What follows belongs to an exercise in optimizing a design on an open flow for small area, a short achievable clock period and few clock cycles per item; a production flow would make more cautious choices.
RTL that was checked went through simulation tests only; none was proved equivalent to the original.

// smlb_compositor
module smlb_compositor #(
    parameter H = 64                       
) (
    input  wire        clk,
    input  wire        rst,                
    input  wire        in_valid,
    output wire        in_ready,
    input  wire [47:0] in_src,
    input  wire [47:0] in_row,
    input  wire        in_last,
    input  wire [15:0] in_hwy,
    input  wire [2:0]  in_shift,
    input  wire [7:0]  in_bright,
    input  wire        in_ck_en,
    input  wire [47:0] in_ck_key,
    input  wire [15:0] in_ck_first,
    input  wire [15:0] in_ck_last,
    output reg         out_valid,
    input  wire        out_ready,
    output reg  [47:0] out_row,
    output reg         out_last,
    output reg  [1:0]  out_status
);
    localparam [1:0] ST_OK = 2'd0, ST_SATURATED = 2'd1, ST_RANGE = 2'd2;
    reg  k_valid;
    reg  in_ready_q;
    wire adv = !k_valid;
    assign in_ready = in_ready_q;
    wire       in_range = (in_shift > 3'd4) || (in_hwy >= H);
    wire [5:0] hwy_lo   = in_hwy[5:0];
    wire       below    = (in_ck_first[15:6] != 10'd0) || (hwy_lo < in_ck_first[5:0]);
    wire       above    = (in_ck_last[15:6] == 10'd0) && (hwy_lo > in_ck_last[5:0]);
    wire       in_keyed = in_src == in_ck_key;
    wire       in_skip  = in_range || (in_bright == 8'd0) ||
                          (in_ck_en && (below || above || in_keyed));
    function [16:0] correct_raw;           
        input [15:0] v;
        input [2:0]  s;
        reg   [19:0] t;
        begin
            t = {4'd0, v} << s;
            if (t[19:16] != 4'd0)
                correct_raw = {1'b1, 16'hFFFF};
            else
                correct_raw = {1'b0, t[15:0]};
        end
    endfunction
    wire [16:0] in_cr = correct_raw(in_src[47:32], in_shift);
    wire [16:0] in_cg = correct_raw(in_src[31:16], in_shift);
    wire [16:0] in_cb = correct_raw(in_src[15:0],  in_shift);
    reg        s1_valid;
    reg [47:0] s1_t, s1_row;
    reg [7:0]  s1_bright;
    reg        s1_skip, s1_clamp, s1_range, s1_last;
  ...
Settings: LEC_CHECK=0, CAP_MARGIN=20, CORE_MARGIN=2, CORE_UTILIZATION=55, CTS_BUF_LIST=sky130_fd_sc_hd__clkbuf_4 sky130_fd_sc_hd__clkbuf_8, CTS_CLUSTER_DIAMETER=60, CTS_CLUSTER_SIZE=20, PLACE_DENSITY=0.7, SLEW_MARGIN=20; clock period 24.0 ns.
standard.sh (not shown) runs the stock make flow with config.mk's settings and CLKGATE_MAP_FILE= SYNTH_SCRIPT=/design/flow/synth_recipe.tcl, a recipe that flattens the netlist after the stock synthesis.
==> flow/flow/run.sh <==
#!/bin/bash
# The standard layout, with two changes: the ports get buf_1 buffers instead
# of the delay buffers buffer_ports picks by default, and the timing repair
# is asked to leave a setup margin, so that it works on the paths that set
# the achieved period. Each tool's log is in orfs/logs; make's output is in
# standard.log.
set -e
bash standard.sh SETUP_SLACK_MARGIN=17.7 "BUFFER_PORTS_ARGS=-buffer_cell sky130_fd_sc_hd__buf_1" finish > standard.log 2>&1
The first run completed with no timing, DRC or antenna violations.
Testbench counts at the start, summed over its fixed seeds: cycles 12,312, items 12,288.
Rerun with:
CORE_UTILIZATION = 40   (was 55)
CTS_BUF_LIST = not set   (was sky130_fd_sc_hd__clkbuf_4 sky130_fd_sc_hd__clkbuf_8)
CTS_CLUSTER_DIAMETER = not set   (was 60)
CTS_CLUSTER_SIZE = not set   (was 20)
PLACE_DENSITY = 0.6   (was 0.7)
Outcome: The changed run completed with no timing, DRC or antenna violations; non-clock buffer count goes down by 10; maximum frequency decreases by about 1.1%; die area came out higher by 37%; global-route usage went down by 5.7 points.
Rerun with:
CORE_UTILIZATION = 55   (was 40)
CTS_BUF_LIST = sky130_fd_sc_hd__clkbuf_8   (was not set)
PLACE_DENSITY = 0.7   (was 0.6)
Effect: The changed run completed without violations. Register-to-register slack is worse by 0.03 ns. Final cell count fell by 6.1%. Clock skew rose by 0.0069 ns. Critical path depth fell by 1. Non-clock buffer count rose by 10. Global-route usage rose by 6.1 points. Via count rose by 1.9%. Clock-buffer cell count rose by 12. First-iteration DRC count rose by 8.0%.

Another version of the RTL of smlb_compositor (not shown whole).
Size in the first run: about 3000 cells after synthesis, about 290 flip-flops, about 260 I/O pins, ~28000 um^2 of cells after synthesis.
## smlb_compositor
module smlb_compositor #(
    parameter H = 64                       
) (
    input  wire        clk,
    input  wire        rst,                
    input  wire        in_valid,
    output wire        in_ready,
    input  wire [47:0] in_src,
    input  wire [47:0] in_row,
    input  wire        in_last,
    input  wire [15:0] in_hwy,
    input  wire [2:0]  in_shift,
    input  wire [7:0]  in_bright,
    input  wire        in_ck_en,
    input  wire [47:0] in_ck_key,
    input  wire [15:0] in_ck_first,
    input  wire [15:0] in_ck_last,
    output reg         out_valid,
    input  wire        out_ready,
    output reg  [47:0] out_row,
    output reg         out_last,
    output reg  [1:0]  out_status
);
clock: 24.0 ns
lec_check: 0
cap_margin: 20
core_margin: 2
core_utilization: 55
cts_buf_list: sky130_fd_sc_hd__clkbuf_8
cts_cluster_diameter: 50
cts_cluster_size: 15
place_density: 0.7
slew_margin: 20
==> flow/flow/run.sh <==
#!/bin/bash
# The standard layout, with two changes: the ports get buf_1 buffers instead
# of the delay buffers buffer_ports picks by default, and the timing repair
# is asked to leave a setup margin, so that it works on the paths that set
# the achieved period. Each tool's log is in orfs/logs; make's output is in
# standard.log.
set -e
bash standard.sh SETUP_SLACK_MARGIN=18.15 "BUFFER_PORTS_ARGS=-buffer_cell sky130_fd_sc_hd__buf_1" finish > standard.log 2>&1
The first run finished clean.
Testbench counts at the start, summed over its fixed seeds: cycles 12,312, items 12,288.
Change:
--- a/flow/flow/run.sh
+++ b/flow/flow/run.sh
@@ -7,2 +7,2 @@
 set -e
-bash standard.sh SETUP_SLACK_MARGIN=18.15 "BUFFER_PORTS_ARGS=-buffer_cell sky130_fd_sc_hd__buf_1" finish > standard.log 2>&1
+bash standard.sh SETUP_SLACK_MARGIN=18.0 "BUFFER_PORTS_ARGS=-buffer_cell sky130_fd_sc_hd__buf_1" finish > standard.log 2>&1
After rerunning: The new run produced a clean layout; synthesized cell count does not change; synthesized area does not change; cell area went down by 2.0%; worst hold slack is better by 0.012 ns; cell count went down by 0.47%; wire length shrinks by 1.7%; register-to-register slack stays flat.

Setup of north:
smlb_compositor, a different RTL version from the one above (not shown whole).
For scale: roughly 360 flip-flops, roughly 32000 sq um of cells after synthesis.
Settings: LEC_CHECK=0, CAP_MARGIN=20, CORE_MARGIN=2, CORE_UTILIZATION=40, PLACE_DENSITY=0.6, SLEW_MARGIN=20; clock period 24.0 ns.
run.sh (not shown) runs the stock make flow with config.mk's settings and CLKGATE_MAP_FILE= SYNTH_SCRIPT=/design/flow/synth_recipe.tcl, a recipe that flattens the netlist after the stock synthesis.
Stock flow here: none of the scripts above is used.
north completed; timing, DRC and antenna clean
### north -> south
==> flow/flow/run.sh (new file) <==
#!/bin/bash
# Standard layout, with the timing repair asked to leave a setup margin so
# that it works on the paths that set the achieved period.
set -e
bash standard.sh SETUP_SLACK_MARGIN=17.5 finish > standard.log 2>&1
==> flow/standard.sh (new file) <==
#!/bin/bash
# synth_recipe.tcl (not shown) runs the flow's synth.tcl, then flattens the netlist and writes it again
# the make line also repeats each setting of config.mk as NAME=value (left out here)
make -C /OpenROAD-flow-scripts/flow DESIGN_CONFIG=/design/flow/config.mk WORK_HOME=/design/flow/orfs CLKGATE_MAP_FILE= SYNTH_SCRIPT=/design/flow/synth_recipe.tcl "${@:-finish}"
removed: flow/run.sh
Findings:
south went all the way through synthesis, placement and routing and the layout is clean on timing, DRC and antenna.
south ended up with a lower routability-driven placement congestion ratio than north did.
Source-to-sink clock delay at the later pin of the worst-skew pair ended up 30 ps higher on south than on north.
The run showing the smaller design area is north.
Of north and south, the run reporting the higher final setup slack of the worst path was south.
There was hardly any difference in number of multi-input combinational cells between north and south.
Number of buffers inserted during clock tree synthesis ends up higher on south.
Logic depth of the worst setup path including buffers, north and south: lower on south
Changes observed in south relative to north: cell count roughly the same, mean routed wirelength per cell has decreased, global-route wire length before repair shrank by 1.6 mm.
No functional check of the RTL was part of any run of this note.

Setup of oak:
RTL: one of the versions met above, not the one the previous note started from.
Size: ~3000 cells after synthesis, about 290 flip-flops, roughly 260 I/O pins, about 0.028 mm2 of cells after synthesis.
==> flow/design.v (excerpt) <==
module smlb_compositor #(
    parameter H = 64                       
) (
    input  wire        clk,
    input  wire        rst,                
    input  wire        in_valid,
    output wire        in_ready,
    input  wire [47:0] in_src,
    input  wire [47:0] in_row,
    input  wire        in_last,
    input  wire [15:0] in_hwy,
    input  wire [2:0]  in_shift,
    input  wire [7:0]  in_bright,
    input  wire        in_ck_en,
    input  wire [47:0] in_ck_key,
    input  wire [15:0] in_ck_first,
    input  wire [15:0] in_ck_last,
    output reg         out_valid,
    input  wire        out_ready,
    output reg  [47:0] out_row,
    output reg         out_last,
    output reg  [1:0]  out_status
);
Settings: LEC_CHECK=0, CAP_MARGIN=20, CORE_MARGIN=2, CORE_UTILIZATION=55, CTS_BUF_LIST=sky130_fd_sc_hd__clkbuf_8, CTS_CLUSTER_DIAMETER=50, CTS_CLUSTER_SIZE=15, PLACE_DENSITY=0.7, SLEW_MARGIN=20, TNS_END_PERCENT=0; clock period 24.0 ns.
standard.sh (not shown) runs the stock make flow with config.mk's settings and CLKGATE_MAP_FILE= SYNTH_SCRIPT=/design/flow/synth_recipe.tcl, a recipe that flattens the netlist after the stock synthesis.
==> flow/flow/run.sh <==
#!/bin/bash
# The standard layout, with two changes: the ports get buf_1 buffers instead
# of the delay buffers buffer_ports picks by default, and the timing repair
# is asked to leave a setup margin, so that it works on the paths that set
# the achieved period. Each tool's log is in orfs/logs; make's output is in
# standard.log.
set -e
bash standard.sh SETUP_SLACK_MARGIN=18.0 "BUFFER_PORTS_ARGS=-buffer_cell sky130_fd_sc_hd__buf_1" finish > standard.log 2>&1
Testbench counts of oak, summed over its fixed seeds: cycles 12,312, items 12,288.
Edits applied to the flow inputs when going from oak to pine:
==> flow/config.mk <==
export PLATFORM = sky130hd
export DESIGN_NAME = smlb_compositor
export DESIGN_NICKNAME = smlb_compositor
export VERILOG_FILES = /design/flow/design.v
export SDC_FILE = /design/flow/constraint.sdc
export NUM_CORES = 4
export LEC_CHECK = 0
export CAP_MARGIN = 20
export CORE_MARGIN = 2
export CORE_UTILIZATION = 65
export CTS_BUF_LIST = sky130_fd_sc_hd__clkbuf_8
export CTS_CLUSTER_DIAMETER = 50
export CTS_CLUSTER_SIZE = 15
export PLACE_DENSITY = 0.8
export SLEW_MARGIN = 20
Results
| routed wire length | oak vs pine | ≈ equal |. Comparing pine with oak, the final sum of negative setup slack came out essentially unchanged. Compared with oak, pine shows a core footprint that is 0.0079 mm2 lower. pine finished every step from synthesis to the final layout, and the layout passed the timing, DRC and antenna checks. pine reports its cell with the biggest individual delay on the critical path as or4b_4 while oak reports edfxtp_1. Detailed route, pine vs oak: via total higher for pine. Compared with oak, in pine period utilization about even, setup slack comparable. A end point of the critical path of out_row[29]$_DFFE_PP_ is what pine shows, while out_row[45]$_DFFE_PP_ belongs to oak.
For birch, these inputs were changed with respect to pine:
==> flow/config.mk <==
export PLATFORM = sky130hd
export DESIGN_NAME = smlb_compositor
export DESIGN_NICKNAME = smlb_compositor
export VERILOG_FILES = /design/flow/design.v
export SDC_FILE = /design/flow/constraint.sdc
export NUM_CORES = 4
export LEC_CHECK = 0
export CAP_MARGIN = 20
export CORE_MARGIN = 2
export CORE_UTILIZATION = 55
export CTS_BUF_LIST = sky130_fd_sc_hd__clkbuf_16
export CTS_CLUSTER_DIAMETER = 60
export CTS_CLUSTER_SIZE = 30
export PLACE_DENSITY = 0.7
export SLEW_MARGIN = 20
==> comparison <==
- Changes observed in birch relative to pine: utilization after layout decreased 11 points, worst hold slack essentially unchanged.
- Routed wire length up about 2% in birch wrt pine
- On design area: between pine and birch, it ends up lower for pine.
For maple, these inputs were changed with respect to birch:
==> flow/config.mk <==
export PLATFORM = sky130hd
export DESIGN_NAME = smlb_compositor
export DESIGN_NICKNAME = smlb_compositor
export VERILOG_FILES = /design/flow/design.v
export SDC_FILE = /design/flow/constraint.sdc
export NUM_CORES = 4
export LEC_CHECK = 0
export CAP_MARGIN = 20
export CORE_MARGIN = 2
export CORE_UTILIZATION = 50
export CTS_BUF_LIST = sky130_fd_sc_hd__clkbuf_8
export CTS_CLUSTER_DIAMETER = 50
export CTS_CLUSTER_SIZE = 15
export PLACE_DENSITY = 0.65
export SLEW_MARGIN = 20
==> run summary <==
- Measured against birch, the clock-buffer cell count of maple comes out at 1.4 times the reference value.
- In the tables for maple and birch, number of antenna violations at the first check in global routing reads lower with maple.
- maple: total setup buffers inserted after CTS lower than birch
- birch → maple: layout cell share with drive strength beyond 1 moved up, proportion of cell area occupied by multi-input gates level, count of fill cells added during filler insertion moved up, routed wire length moved down.
- Count of vias placed by the detailed router in maple vs birch: down 2.5%
> inputs changed (maple -> cedar)
==> flow/run.sh (new file) <==
#!/bin/bash
# synth_recipe.tcl (not shown) runs the flow's synth.tcl, then flattens the netlist and writes it again
# the make line also repeats each setting of config.mk as NAME=value (left out here)
make -C /OpenROAD-flow-scripts/flow DESIGN_CONFIG=/design/flow/config.mk WORK_HOME=/design/flow/orfs CLKGATE_MAP_FILE= SYNTH_SCRIPT=/design/flow/synth_recipe.tcl finish
==> flow/config.mk <==
export PLATFORM = sky130hd
export DESIGN_NAME = smlb_compositor
export DESIGN_NICKNAME = smlb_compositor
export VERILOG_FILES = /design/flow/design.v
export SDC_FILE = /design/flow/constraint.sdc
export NUM_CORES = 4
export LEC_CHECK = 0
export CAP_MARGIN = 20
export CORE_MARGIN = 2
export CORE_UTILIZATION = 55
export CTS_BUF_LIST = sky130_fd_sc_hd__clkbuf_8
export CTS_CLUSTER_DIAMETER = 50
export CTS_CLUSTER_SIZE = 15
export PLACE_DENSITY = 0.7
export SLEW_MARGIN = 20
removed: flow/flow/run.sh
removed: flow/standard.sh
### Flow results
On data required time at the worst endpoint: cedar sits above maple.
Relative to maple, cedar degrades clock skew.
Changes observed in cedar relative to maple: wire length fell by 0.89%, peak clock frequency supported by timing lower, register-to-register slack decreased 0.75 ns, core utilization moved up.
Summary — part of the cycle the worst path needs, cedar relative to maple: higher, by 2.1 points.
On via count, cedar and maple are neck and neck.

== wip/maple ==
Another version of the RTL of smlb_compositor (not shown whole).
Size: ~2,500 cells after synthesis, roughly 290 flip-flops, ~260 I/O pins, about 0.028 mm² of cells after synthesis.
export LEC_CHECK = 0
export CAP_MARGIN = 20
export CORE_MARGIN = 2
export CORE_UTILIZATION = 40
export PLACE_DENSITY = 0.6
export SLEW_MARGIN = 20
create_clock -name core_clock -period 24.0 [get_ports {clk}]
==> flow/flow/run.sh <==
#!/bin/bash
# Standard layout, with the timing repair asked to leave a setup margin so
# that it works on the paths that set the achieved period.
set -e
bash standard.sh SETUP_SLACK_MARGIN=19.5 finish > standard.log 2>&1
wip/maple finished every stage and its layout cleared the timing, DRC and antenna checks.
Setup changes, wip/maple to wip/xenon
==> flow/flow/run.sh <==
#!/bin/bash
# The standard layout, with two changes: the ports get buf_2 buffers instead
# of the delay buffers buffer_ports picks by default, and the timing repair
# is asked to leave a setup margin, so that it works on the paths that set
# the achieved period. Each tool's log is in orfs/logs; make's output is in
# standard.log.
set -e
bash standard.sh SETUP_SLACK_MARGIN=18.0 "BUFFER_PORTS_ARGS=-buffer_cell sky130_fd_sc_hd__buf_2" finish > standard.log 2>&1
--- outcome ---
Re met1 layer usage reported by global route: wip/maple and wip/xenon aren't equal, and the lower value belongs to wip/xenon. Count of sequential standard cells came out exactly the same in wip/maple and wip/xenon. Diff wip/maple and wip/xenon: area of the multi-input gates higher in wip/maple. wip/xenon against wip/maple: share of the yosys chip area belonging to registers level, post-synthesis to final-layout area growth moved down. Going from wip/maple to wip/xenon, antenna diode count grows by 1. The run with more setup slack is wip/maple; wip/xenon has less.
Input-level comparison between wip/delta and wip/xenon:
==> flow/run.sh (new file) <==
#!/bin/bash
# synth_recipe.tcl (not shown) runs the flow's synth.tcl, then flattens the netlist and writes it again
# the make line also repeats each setting of config.mk as NAME=value (left out here)
make -C /OpenROAD-flow-scripts/flow DESIGN_CONFIG=/design/flow/config.mk WORK_HOME=/design/flow/orfs CLKGATE_MAP_FILE= SYNTH_SCRIPT=/design/flow/synth_recipe.tcl finish
removed: flow/flow/run.sh
removed: flow/standard.sh
==> comparison <==
Higher minimum clock period was reported by wip/delta, not wip/xenon. wip/delta reports a lower maximum frequency than wip/xenon does. Summary: with wip/xenon as the reference, area of combinational cells with multiple inputs in wip/delta moved down by a few percent. The flip-flop and latch count of wip/delta and that of wip/xenon are within noise of each other. Cell count: wip/delta lower than wip/xenon. wip/delta ended with every stage complete and zero timing, DRC or antenna violations. Between wip/xenon and wip/delta, the hold slack figures differ only marginally.
No run of this note included a check of the RTL's function; only the layout flow was run.

==> separate check: timing with driven ports <==
The flow's constraints put no driver on any port. The routed layouts listed below were extracted and timed again, unchanged, in two steps. Step 1: set_driving_cell puts a clkbuf_16 on clk and a buf_2 on each other input, an assumption about the parent block. Step 2 adds t to the input delays and takes it off the output delays; t is the mean of the earliest and latest rising clock arrival at the registers after step 1. Input paths then give back, and output paths get back, about the clock's delay inside the block. Slacks: no drivers / after step 1 / after step 2; pairs: no drivers / after step 1.
run	t, ns	setup slack, ns	worst register clock-pin slew, ns	cell pins on the clock port's net
the first run of note 1	0.675	17.814 / 17.840 / 17.165	0.11 / 0.11	1
the second run of note 1	0.609	17.747 / 17.778 / 17.169	0.07 / 0.07	1
the third run of note 1	0.661	17.796 / 17.826 / 17.166	0.07 / 0.07	1
the first run of note 2	0.664	17.990 / 17.932 / 17.526	0.09 / 0.09	1
the second run of note 2	0.665	18.031 / 17.976 / 17.464	0.10 / 0.10	1
north	0.629	16.565 / 16.605 / 15.976	0.07 / 0.07	1
south	0.661	17.584 / 17.593 / 16.932	0.07 / 0.07	1
oak	0.676	18.012 / 17.973 / 17.413	0.10 / 0.10	1
pine	0.652	18.014 / 17.998 / 17.462	0.09 / 0.09	1
birch	0.623	18.077 / 18.021 / 17.501	0.08 / 0.08	1
maple	0.677	18.003 / 17.945 / 17.390	0.09 / 0.09	1
cedar	0.652	17.510 / 17.510 / 17.062	0.09 / 0.09	1
wip/maple	0.607	17.849 / 17.846 / 17.240	0.06 / 0.06	1
wip/xenon	0.605	17.837 / 17.848 / 17.244	0.06 / 0.06	1
wip/delta	0.603	17.116 / 17.062 / 16.605	0.06 / 0.06	1
After both steps setup and hold are still met in every run listed. The setup slack of south, which loses most, moves by +0.009 ns with the drivers and by -0.652 ns with both steps.
